This design comes from an exercise in tuning for small area and few clock cycles on the open sky130 flow, not from production work.
Only simulation tests tie the RTL to the original design; equivalence was not proved.
Power is estimated from default activity; no workload was simulated.

### config.mk
export PLATFORM = sky130hd
export DESIGN_NAME = frame_codec
export DESIGN_NICKNAME = frame_codec
export VERILOG_FILES = /design/flow/design.v
export SDC_FILE = /design/flow/constraint.sdc
export NUM_CORES = 4
export LEC_CHECK = 0
export CAP_MARGIN = 20
export CORE_MARGIN = 2
export CORE_UTILIZATION = 40
export SLEW_MARGIN = 20
### constraint.sdc
create_clock -name core_clock -period 10.0 [get_ports {clk}]
set_input_delay 2.0000 -clock core_clock [delete_from_list [all_inputs] [get_ports {clk}]]
set_output_delay 2.0000 -clock core_clock [all_outputs]
set_load 0.01 [all_outputs]
### design.v
module crc_ccitt_table (
    input  wire [7:0]  idx,
    output reg  [15:0] val
);
    always @(*) begin
        case (idx)
            8'h00: val = 16'h0000;
            8'h01: val = 16'h1021;
            8'h02: val = 16'h2042;
            8'h03: val = 16'h3063;
            8'h04: val = 16'h4084;
            8'h05: val = 16'h50A5;
            8'h06: val = 16'h60C6;
            8'h07: val = 16'h70E7;
            8'h08: val = 16'h8108;
            8'h09: val = 16'h9129;
            8'h0A: val = 16'hA14A;
            8'h0B: val = 16'hB16B;
            8'h0C: val = 16'hC18C;
            8'h0D: val = 16'hD1AD;
            8'h0E: val = 16'hE1CE;
            8'h0F: val = 16'hF1EF;
            8'h10: val = 16'h1231;
            8'h11: val = 16'h0210;
            8'h12: val = 16'h3273;
            8'h13: val = 16'h2252;
            8'h14: val = 16'h52B5;
            8'h15: val = 16'h4294;
            8'h16: val = 16'h72F7;
            8'h17: val = 16'h62D6;
            8'h18: val = 16'h9339;
            8'h19: val = 16'h8318;
            8'h1A: val = 16'hB37B;
            8'h1B: val = 16'hA35A;
            8'h1C: val = 16'hD3BD;
            8'h1D: val = 16'hC39C;
            8'h1E: val = 16'hF3FF;
            8'h1F: val = 16'hE3DE;
            8'h20: val = 16'h2462;
            8'h21: val = 16'h3443;
            8'h22: val = 16'h0420;
            8'h23: val = 16'h1401;
            8'h24: val = 16'h64E6;
            8'h25: val = 16'h74C7;
            8'h26: val = 16'h44A4;
            8'h27: val = 16'h5485;
            8'h28: val = 16'hA56A;
            8'h29: val = 16'hB54B;
            8'h2A: val = 16'h8528;
            8'h2B: val = 16'h9509;
            8'h2C: val = 16'hE5EE;
            8'h2D: val = 16'hF5CF;
            8'h2E: val = 16'hC5AC;
            8'h2F: val = 16'hD58D;
            8'h30: val = 16'h3653;
            8'h31: val = 16'h2672;
            8'h32: val = 16'h1611;
            8'h33: val = 16'h0630;
            8'h34: val = 16'h76D7;
            8'h35: val = 16'h66F6;
            8'h36: val = 16'h5695;
            8'h37: val = 16'h46B4;
            8'h38: val = 16'hB75B;
            8'h39: val = 16'hA77A;
            8'h3A: val = 16'h9719;
            8'h3B: val = 16'h8738;
            8'h3C: val = 16'hF7DF;
            8'h3D: val = 16'hE7FE;
            8'h3E: val = 16'hD79D;
            8'h3F: val = 16'hC7BC;
            8'h40: val = 16'h48C4;
            8'h41: val = 16'h58E5;
            8'h42: val = 16'h6886;
            8'h43: val = 16'h78A7;
            8'h44: val = 16'h0840;
            8'h45: val = 16'h1861;
            8'h46: val = 16'h2802;
            8'h47: val = 16'h3823;
            8'h48: val = 16'hC9CC;
            8'h49: val = 16'hD9ED;
            8'h4A: val = 16'hE98E;
            8'h4B: val = 16'hF9AF;
            8'h4C: val = 16'h8948;
            8'h4D: val = 16'h9969;
            8'h4E: val = 16'hA90A;
            8'h4F: val = 16'hB92B;
            8'h50: val = 16'h5AF5;
            8'h51: val = 16'h4AD4;
            8'h52: val = 16'h7AB7;
            8'h53: val = 16'h6A96;
            8'h54: val = 16'h1A71;
            8'h55: val = 16'h0A50;
            8'h56: val = 16'h3A33;
            8'h57: val = 16'h2A12;
            8'h58: val = 16'hDBFD;
            8'h59: val = 16'hCBDC;
            8'h5A: val = 16'hFBBF;
            8'h5B: val = 16'hEB9E;
            8'h5C: val = 16'h9B79;
            8'h5D: val = 16'h8B58;
            8'h5E: val = 16'hBB3B;
            8'h5F: val = 16'hAB1A;
            8'h60: val = 16'h6CA6;
            8'h61: val = 16'h7C87;
            8'h62: val = 16'h4CE4;
            8'h63: val = 16'h5CC5;
            8'h64: val = 16'h2C22;
            8'h65: val = 16'h3C03;
            8'h66: val = 16'h0C60;
            8'h67: val = 16'h1C41;
            8'h68: val = 16'hEDAE;
            8'h69: val = 16'hFD8F;
            8'h6A: val = 16'hCDEC;
            8'h6B: val = 16'hDDCD;
            8'h6C: val = 16'hAD2A;
            8'h6D: val = 16'hBD0B;
            8'h6E: val = 16'h8D68;
            8'h6F: val = 16'h9D49;
            8'h70: val = 16'h7E97;
            8'h71: val = 16'h6EB6;
            8'h72: val = 16'h5ED5;
            8'h73: val = 16'h4EF4;
            8'h74: val = 16'h3E13;
            8'h75: val = 16'h2E32;
            8'h76: val = 16'h1E51;
            8'h77: val = 16'h0E70;
            8'h78: val = 16'hFF9F;
            8'h79: val = 16'hEFBE;
            8'h7A: val = 16'hDFDD;
            8'h7B: val = 16'hCFFC;
            8'h7C: val = 16'hBF1B;
            8'h7D: val = 16'hAF3A;
            8'h7E: val = 16'h9F59;
            8'h7F: val = 16'h8F78;
            8'h80: val = 16'h9188;
            8'h81: val = 16'h81A9;
            8'h82: val = 16'hB1CA;
            8'h83: val = 16'hA1EB;
            8'h84: val = 16'hD10C;
            8'h85: val = 16'hC12D;
            8'h86: val = 16'hF14E;
            8'h87: val = 16'hE16F;
            8'h88: val = 16'h1080;
            8'h89: val = 16'h00A1;
            8'h8A: val = 16'h30C2;
            8'h8B: val = 16'h20E3;
            8'h8C: val = 16'h5004;
            8'h8D: val = 16'h4025;
            8'h8E: val = 16'h7046;
            8'h8F: val = 16'h6067;
            8'h90: val = 16'h83B9;
            8'h91: val = 16'h9398;
            8'h92: val = 16'hA3FB;
            8'h93: val = 16'hB3DA;
            8'h94: val = 16'hC33D;
            8'h95: val = 16'hD31C;
            8'h96: val = 16'hE37F;
            8'h97: val = 16'hF35E;
            8'h98: val = 16'h02B1;
            8'h99: val = 16'h1290;
            8'h9A: val = 16'h22F3;
            8'h9B: val = 16'h32D2;
            8'h9C: val = 16'h4235;
            8'h9D: val = 16'h5214;
            8'h9E: val = 16'h6277;
            8'h9F: val = 16'h7256;
            8'hA0: val = 16'hB5EA;
            8'hA1: val = 16'hA5CB;
            8'hA2: val = 16'h95A8;
            8'hA3: val = 16'h8589;
            8'hA4: val = 16'hF56E;
            8'hA5: val = 16'hE54F;
            8'hA6: val = 16'hD52C;
            8'hA7: val = 16'hC50D;
            8'hA8: val = 16'h34E2;
            8'hA9: val = 16'h24C3;
            8'hAA: val = 16'h14A0;
            8'hAB: val = 16'h0481;
            8'hAC: val = 16'h7466;
            8'hAD: val = 16'h6447;
            8'hAE: val = 16'h5424;
            8'hAF: val = 16'h4405;
            8'hB0: val = 16'hA7DB;
            8'hB1: val = 16'hB7FA;
            8'hB2: val = 16'h8799;
            8'hB3: val = 16'h97B8;
            8'hB4: val = 16'hE75F;
            8'hB5: val = 16'hF77E;
            8'hB6: val = 16'hC71D;
            8'hB7: val = 16'hD73C;
            8'hB8: val = 16'h26D3;
            8'hB9: val = 16'h36F2;
            8'hBA: val = 16'h0691;
            8'hBB: val = 16'h16B0;
            8'hBC: val = 16'h6657;
            8'hBD: val = 16'h7676;
            8'hBE: val = 16'h4615;
            8'hBF: val = 16'h5634;
            8'hC0: val = 16'hD94C;
            8'hC1: val = 16'hC96D;
            8'hC2: val = 16'hF90E;
            8'hC3: val = 16'hE92F;
            8'hC4: val = 16'h99C8;
            8'hC5: val = 16'h89E9;
            8'hC6: val = 16'hB98A;
            8'hC7: val = 16'hA9AB;
            8'hC8: val = 16'h5844;
            8'hC9: val = 16'h4865;
            8'hCA: val = 16'h7806;
            8'hCB: val = 16'h6827;
            8'hCC: val = 16'h18C0;
            8'hCD: val = 16'h08E1;
            8'hCE: val = 16'h3882;
            8'hCF: val = 16'h28A3;
            8'hD0: val = 16'hCB7D;
            8'hD1: val = 16'hDB5C;
            8'hD2: val = 16'hEB3F;
            8'hD3: val = 16'hFB1E;
            8'hD4: val = 16'h8BF9;
            8'hD5: val = 16'h9BD8;
            8'hD6: val = 16'hABBB;
            8'hD7: val = 16'hBB9A;
            8'hD8: val = 16'h4A75;
            8'hD9: val = 16'h5A54;
            8'hDA: val = 16'h6A37;
            8'hDB: val = 16'h7A16;
            8'hDC: val = 16'h0AF1;
            8'hDD: val = 16'h1AD0;
            8'hDE: val = 16'h2AB3;
            8'hDF: val = 16'h3A92;
            8'hE0: val = 16'hFD2E;
            8'hE1: val = 16'hED0F;
            8'hE2: val = 16'hDD6C;
            8'hE3: val = 16'hCD4D;
            8'hE4: val = 16'hBDAA;
            8'hE5: val = 16'hAD8B;
            8'hE6: val = 16'h9DE8;
            8'hE7: val = 16'h8DC9;
            8'hE8: val = 16'h7C26;
            8'hE9: val = 16'h6C07;
            8'hEA: val = 16'h5C64;
            8'hEB: val = 16'h4C45;
            8'hEC: val = 16'h3CA2;
            8'hED: val = 16'h2C83;
            8'hEE: val = 16'h1CE0;
            8'hEF: val = 16'h0CC1;
            8'hF0: val = 16'hEF1F;
            8'hF1: val = 16'hFF3E;
            8'hF2: val = 16'hCF5D;
            8'hF3: val = 16'hDF7C;
            8'hF4: val = 16'hAF9B;
            8'hF5: val = 16'hBFBA;
            8'hF6: val = 16'h8FD9;
            8'hF7: val = 16'h9FF8;
            8'hF8: val = 16'h6E17;
            8'hF9: val = 16'h7E36;
            8'hFA: val = 16'h4E55;
            8'hFB: val = 16'h5E74;
            8'hFC: val = 16'h2E93;
            8'hFD: val = 16'h3EB2;
            8'hFE: val = 16'h0ED1;
            8'hFF: val = 16'h1EF0;
            default: val = 16'h0000;
        endcase
    end
endmodule
module crc_ccitt_byte (
    input  wire [15:0] crc_in,
    input  wire [7:0]  data,
    output wire [15:0] crc_out
);
    wire [15:0] tval;
    crc_ccitt_table u_table (
        .idx (crc_in[15:8] ^ data),
        .val (tval)
    );
    assign crc_out = {crc_in[7:0], 8'h00} ^ tval;
endmodule
module frame_builder (
    input  wire       clk,
    input  wire       rst,
    input  wire       bld_start,
    input  wire       bld_seq,
    input  wire [9:0] bld_size,
    output wire       bld_ready,
    input  wire       src_valid,
    input  wire [7:0] src_data,
    output wire       src_ready,
    output wire       tx_valid,
    output reg  [7:0] tx_data,
    output wire       tx_last,
    input  wire       tx_ready
);
    localparam [7:0] SOF = 8'h01;
    reg        busy;
    reg  [9:0] idx;        
    reg        seq;
    reg  [9:0] size;
    reg [15:0] crc;
    wire [15:0] crc_next;
    wire        in_payload = (idx >= 10'd4) && (idx < size + 10'd4);
    wire        is_crc     = (idx == 10'd1023);
    wire        fire       = tx_valid && tx_ready;
    always @(*) begin
        if (idx == 10'd0)
            tx_data = SOF;
        else if (idx == 10'd1)
            tx_data = {7'd0, seq};
        else if (idx == 10'd2)
            tx_data = size[7:0];
        else if (idx == 10'd3)
            tx_data = {6'd0, size[9:8]};
        else if (in_payload)
            tx_data = src_data;
        else if (is_crc)
            tx_data = crc[15:8] ^ crc[7:0];
        else
            tx_data = 8'h00;
    end
    assign bld_ready = !busy;
    assign tx_valid  = busy && (in_payload ? src_valid : 1'b1);
    assign src_ready = busy && in_payload && tx_ready;
    assign tx_last   = busy && is_crc;
    crc_ccitt_byte u_crc (
        .crc_in  (crc),
        .data    (tx_data),
        .crc_out (crc_next)
    );
    always @(posedge clk) begin
        if (rst) begin
            busy <= 1'b0;
            idx  <= 10'd0;
            seq  <= 1'b0;
            size <= 10'd0;
            crc  <= 16'h0000;
        end else if (!busy) begin
            if (bld_start) begin
                busy <= 1'b1;
                idx  <= 10'd0;
                seq  <= bld_seq;
                size <= bld_size;
                crc  <= 16'h0000;
            end
        end else if (fire) begin
            crc <= crc_next;
            idx <= idx + 10'd1;
            if (is_crc)
                busy <= 1'b0;
        end
    end
endmodule
module frame_receiver (
    input  wire        clk,
    input  wire        rst,
    input  wire        rx_valid,
    input  wire [7:0]  rx_data,
    input  wire        rx_clear,
    output reg         ctl_valid,
    output reg  [1:0]  ctl_code,
    output reg         pay_valid,
    output reg  [7:0]  pay_data,
    output reg         frm_valid,
    output reg         frm_ok,
    output reg         frm_seq,
    output reg  [15:0] frm_size
);
    localparam [7:0] SOF = 8'h01;
    reg        busy;       
    reg  [9:0] cnt;        
    reg        seq;
    reg [15:0] size;
    reg [15:0] crc;
    wire [15:0] crc_next;
    wire        take = rx_valid && !rx_clear;
    wire  [9:0] data_idx = cnt - 10'd4;
    crc_ccitt_byte u_crc (
        .crc_in  (busy ? crc : 16'h0000),
        .data    (rx_data),
        .crc_out (crc_next)
    );
    always @(posedge clk) begin
        if (rst) begin
            busy      <= 1'b0;
            cnt       <= 10'd0;
            seq       <= 1'b0;
            size      <= 16'd0;
            crc       <= 16'h0000;
            ctl_valid <= 1'b0;
            ctl_code  <= 2'd0;
            pay_valid <= 1'b0;
            pay_data  <= 8'h00;
            frm_valid <= 1'b0;
            frm_ok    <= 1'b0;
            frm_seq   <= 1'b0;
            frm_size  <= 16'd0;
        end else begin
            ctl_valid <= 1'b0;
            pay_valid <= 1'b0;
            frm_valid <= 1'b0;
            if (rx_clear) begin
                busy <= 1'b0;
                cnt  <= 10'd0;
            end else if (take) begin
                if (!busy) begin
                    if (rx_data == SOF) begin
                        busy <= 1'b1;
                        cnt  <= 10'd1;
                        crc  <= crc_next;
                    end else if (rx_data[7:2] == 6'b000001) begin
                        ctl_valid <= 1'b1;
                        ctl_code  <= rx_data[1:0];
                    end
                end else if (cnt == 10'd1023) begin
                    busy      <= 1'b0;
                    cnt       <= 10'd0;
                    frm_valid <= 1'b1;
                    frm_ok    <= ((crc[15:8] ^ crc[7:0]) == rx_data);
                    frm_seq   <= seq;
                    frm_size  <= size;
                end else begin
                    cnt <= cnt + 10'd1;
                    crc <= crc_next;
                    if (cnt == 10'd1)
                        seq <= rx_data[0];
                    else if (cnt == 10'd2)
                        size[7:0] <= rx_data;
                    else if (cnt == 10'd3)
                        size[15:8] <= rx_data;
                    else if ({6'd0, data_idx} < size) begin
                        pay_valid <= 1'b1;
                        pay_data  <= rx_data;
                    end
                end
            end
        end
    end
endmodule
module frame_codec (
    input  wire        clk,
    input  wire        rst,
    input  wire        bld_start,
    input  wire        bld_seq,
    input  wire [9:0]  bld_size,
    output wire        bld_ready,
    input  wire        src_valid,
    input  wire [7:0]  src_data,
    output wire        src_ready,
    output wire        tx_valid,
    output wire [7:0]  tx_data,
    output wire        tx_last,
    input  wire        tx_ready,
    input  wire        rx_valid,
    input  wire [7:0]  rx_data,
    input  wire        rx_clear,
    output wire        ctl_valid,
    output wire [1:0]  ctl_code,
    output wire        pay_valid,
    output wire [7:0]  pay_data,
    output wire        frm_valid,
    output wire        frm_ok,
    output wire        frm_seq,
    output wire [15:0] frm_size
);
    frame_builder u_builder (
        .clk       (clk),
        .rst       (rst),
        .bld_start (bld_start),
        .bld_seq   (bld_seq),
        .bld_size  (bld_size),
        .bld_ready (bld_ready),
        .src_valid (src_valid),
        .src_data  (src_data),
        .src_ready (src_ready),
        .tx_valid  (tx_valid),
        .tx_data   (tx_data),
        .tx_last   (tx_last),
        .tx_ready  (tx_ready)
    );
    frame_receiver u_receiver (
        .clk       (clk),
        .rst       (rst),
        .rx_valid  (rx_valid),
        .rx_data   (rx_data),
        .rx_clear  (rx_clear),
        .ctl_valid (ctl_valid),
        .ctl_code  (ctl_code),
        .pay_valid (pay_valid),
        .pay_data  (pay_data),
        .frm_valid (frm_valid),
        .frm_ok    (frm_ok),
        .frm_seq   (frm_seq),
        .frm_size  (frm_size)
    );
endmodule
### run.sh
#!/bin/bash
# synth_recipe.tcl (not shown) runs the flow's synth.tcl, then flattens the netlist and writes it again
# the make line also repeats each setting of config.mk as NAME=value (left out here)
make -C /OpenROAD-flow-scripts/flow DESIGN_CONFIG=/design/flow/config.mk WORK_HOME=/design/flow/orfs CLKGATE_MAP_FILE= SYNTH_SCRIPT=/design/flow/synth_recipe.tcl finish
==> flow_summary.toml <==
[outcome]
status = "finished clean"

[clock_tree]
ctsResizeCount = 0
numCtsBuffers = 17
path_clk_slew_ps = 50
postCtsSetupRepairBufs = 0
cts.htree.levels = 4
clk_latency_ps = 420
clk_path_buf_depth = 2
clock-sinks = 113
cts_root_buf = "clkbuf_16"
cts_hold_buf = 0
cts_tree = "built"

[synth]
synth_area_per_cell_um2 = 8.18
syn_nets = 844
synth_fa_ha_area_share_pct = 5.68
synth_cell_types = 56
synth_area_um2 = 6390
synth_compound_area_share_pct = 14.4
synthArstFlopShare_pct = 0
synth_common_cells = "dfxtp_1 (113), nand2_1 (107), nor2_1 (99)"
yosys_most_used_dff = "dfxtp_1"
ys_seq_area_share_pct = 35.4
yosys.area_share.simple_pct = 22.2
ys_seq_elements = 113
muxShareOfSynthArea_pct = 5.64
ys_warn_count = 3
synth-xor-area-share_pct = 12.9
synth_top_family_by_area = "simple AND/OR/NAND/NOR gates"
synth_area_leader_cell = "dfxtp_1"
yosysTopAreaCellShare_pct = 35.4
synth_edf_count = 0
synthCells = 781
yosys-top-cells-area = "dfxtp_1 (35%), xnor2_1 (7.0%), nand2_1 (6.3%)"
yosysMostFrequentCell = "dfxtp_1"

[routing]
vias = 5620
via_per_inst = 5.26
dr.pass1.iters = 5
finalWirelength_um = 17000
drc = 0
wl_per_cell_um = 15.9
ant_nets = 0
drt_iter0_drc = 297

[floorplanning]
die-area_um2 = 17000
rows = 46
dieHeight_um = 130
io-pin-count = 77
die_w_um = 130
core_area_um2 = 15800
start_util_pct = 40.5

[grt]
grt_pass1_vias = 5519
grt_max_degree = 66
grt_pass1_wl_um = 27600
gr-total-overflow = 0
antenna_found_initial = 0
track_usage_pct = 20.8

[sta]
period_share_pct = 59.1
setup_viol_count_final = 0
worst_slew_pin_slew_ps = 1010
fmax_mhz = 169
rsz0062_at_grt = "no"
drv_slew = 0
final-hold-violation-count = 0
relSlewSlack_pct = 32.5
final.setup.tns_ps = 0
fin_skew_ps = 8.51
min_period_ps = 5910

[layout]
antenna_cells = 0
layout-drive-gt1-share_pct = 6.10
layout.nets = 905
syn_to_final_growth_pct = 23.5
final.fill_count = 1525

[power]
combinationalPowerShare_pct = 7.0
power_switching_uw = 258
p_sw_share_pct = 22.9
p_leak_uw = 0.00301
peakVddDrop_v = 0.000111
power.share.clock_pct = 52.0
p_total_uw = 1130
cellPowerDensity_nw_per_um2 = 143
p_int_uw = 869
seq_power_share_pct = 41.0

[critical_path]
cp.required_ps = 8000
cp_data_arrival_time_ps = 3910
crit_path_max_fanout = 2
critPathLaunchType = "primary input"
end_kind = "primary output"
critPathKind = "in2out"

[run]
drv_cap = 0

[hold_path]
hp-class = "reg2reg"

[place]
routabilityCongestion = 0.876
port_buffers = 76
hpwl_um = 12400
==> routing by layer <==
| layer | GRT usage [%] | vias up | part of all wire [%] |
|---|---|---|---|
| li1 | - | 2819 | - |
| met1 | 25.9 | 2651 | 45 |
| met2 | 35.0 | 121 | 48 |
| met3 | 4.11 | 29 | 4.0 |
| met4 | 8.95 | 0 | 2.5 |
| met5 | 0 | - | 0 |
==> stage by stage <==
stage | setup slack, ps | util (%) | cell area (µm²) | hold slack, ps | instances
4_1_cts | 4080 | 50.0 | 7890 | 456 | 1069
3_3_place_gp | 4090 | 46.4 | 7310 | 439 | 1039
5_1_grt | 3920 | 50.0 | 7890 | 478 | 1069
3_5_place_dp | 4090 | 46.4 | 7310 | 449 | 1039
6_report | 4090 | 50.0 | 7890 | 455 | 1069
2_1_floorplan | 5380 | - | 6390 | 432 | 781
==> cells in the final DEF (no fill, tap or decap), types with 6 or more instances in the layout <==
cell type and count:
a211oi_1 14, a21o_1 10, a21oi_1 50, and3_1 8, clkbuf_16 17, clkdlybuf4s50_1 75, dfxtp_1 113, ha_1 29
inv_1 26, mux2i_1 36, nand2_1 107, nand3_1 31, nand4_1 14, nor2_1 99, nor3_1 12, nor4_1 9
o211ai_1 6, o21a_1 6, o21ai_0 15, or4_1 6, xnor2_1 51, xor2_1 41
==> worst max-delay path, cell delays in order <==
cell and delay [ps]:
clkdlybuf4s50_1 510, nand2_1 80, a2111oi_0 340, o21ai_0 120, o21ai_0 230, clkdlybuf4s50_1 630
==> cell type report <==
class                   count  area [µm²]  area share, %
clock buffers              20         467           5.91
multi-input cells         602        3890           49.2
well taps                 216         270           3.42
clock inverters            10         111           1.41
repair buffers             81         793           10.1
flip-flops and latches    113        2260           28.7
inverters                  27         101           1.28
==> state kept, by name, summed over array words and instances, names as in the netlist, 2 cells and up <==
register	flops
u_builder.crc	16
u_builder.idx	10
u_builder.size	10
u_receiver.cnt	10
u_receiver.crc	16
u_receiver.ctl_code	2
u_receiver.frm_size	16
u_receiver.pay_data	8
u_receiver.size	16
==> power groups by stage <==
| stage | Sequential [µW] | Combinational [µW] | Clock [µW] |
|---|---|---|---|
| finish | 461 | 79.4 | 585 |
| global route | 462 | 87.2 | 619 |
| CTS | 461 | 79.9 | 599 |
| detailed placement | 471 | 79.4 | 0 |
| global placement | 470 | 78.5 | 0 |
| floorplan | 468 | 49.8 | 0 |
==> path summary, 6_finish.rpt <==
| check | from | endpoint | cells past startpoint | slack (ps) |
|---|---|---|---|---|
| worst max-delay path | src_data[2] | tx_data[2] | 6 | 4090 |
| worst min-delay path | u_receiver.frm_ok | u_receiver.frm_ok | 2 | 450 |
| worst max register to register | u_builder.size[2] | u_builder.crc[14] | 14 | 6150 |
| worst min register to register | u_receiver.frm_ok | u_receiver.frm_ok | 2 | 450 |
==> cells by family (layout without fill, tap and decap cells) <==
kind of cell               after synthesis  count (layout)
and+or+nand+nor                        311             311
xor gates and xnor gates                93              93
buffers and inverters                   66             138
AOI/OAI and AO/OA                      133             133
DFF                                    113             113
adders and majority gates               29              29
muxes                                   36              36
Testbench counts, summed over its fixed seeds: cycles 60,475.

## re-timing with driven ports
In the flow no input, the clock included, has a driving cell. The finished layout below was timed again as built, in two steps.
Step 1 sets driving cells, clkbuf_16 on the clock port and buf_2 on the other inputs (assumed; they add their load-dependent delay and slew).
Step 2 moves the port delays by t, midway between the first and last clock arrival at a register: inputs arrive t later, outputs are due t later. That takes back most of the time a late clock gives input paths.
Three values: ideal ports, drivers, drivers and shift; two values: the first two.
t (ns): 0.453
setup slack, ns: 4.088 / 4.061 / 4.061
latest minus earliest clock arrival (ns): 0.010 / 0.010
worst register clock-pin slew, ns: 0.06 / 0.06
After both steps setup and hold are still met in this run. For this run, drivers alone change the setup slack by -0.027 ns; drivers and shift together by -0.027 ns.
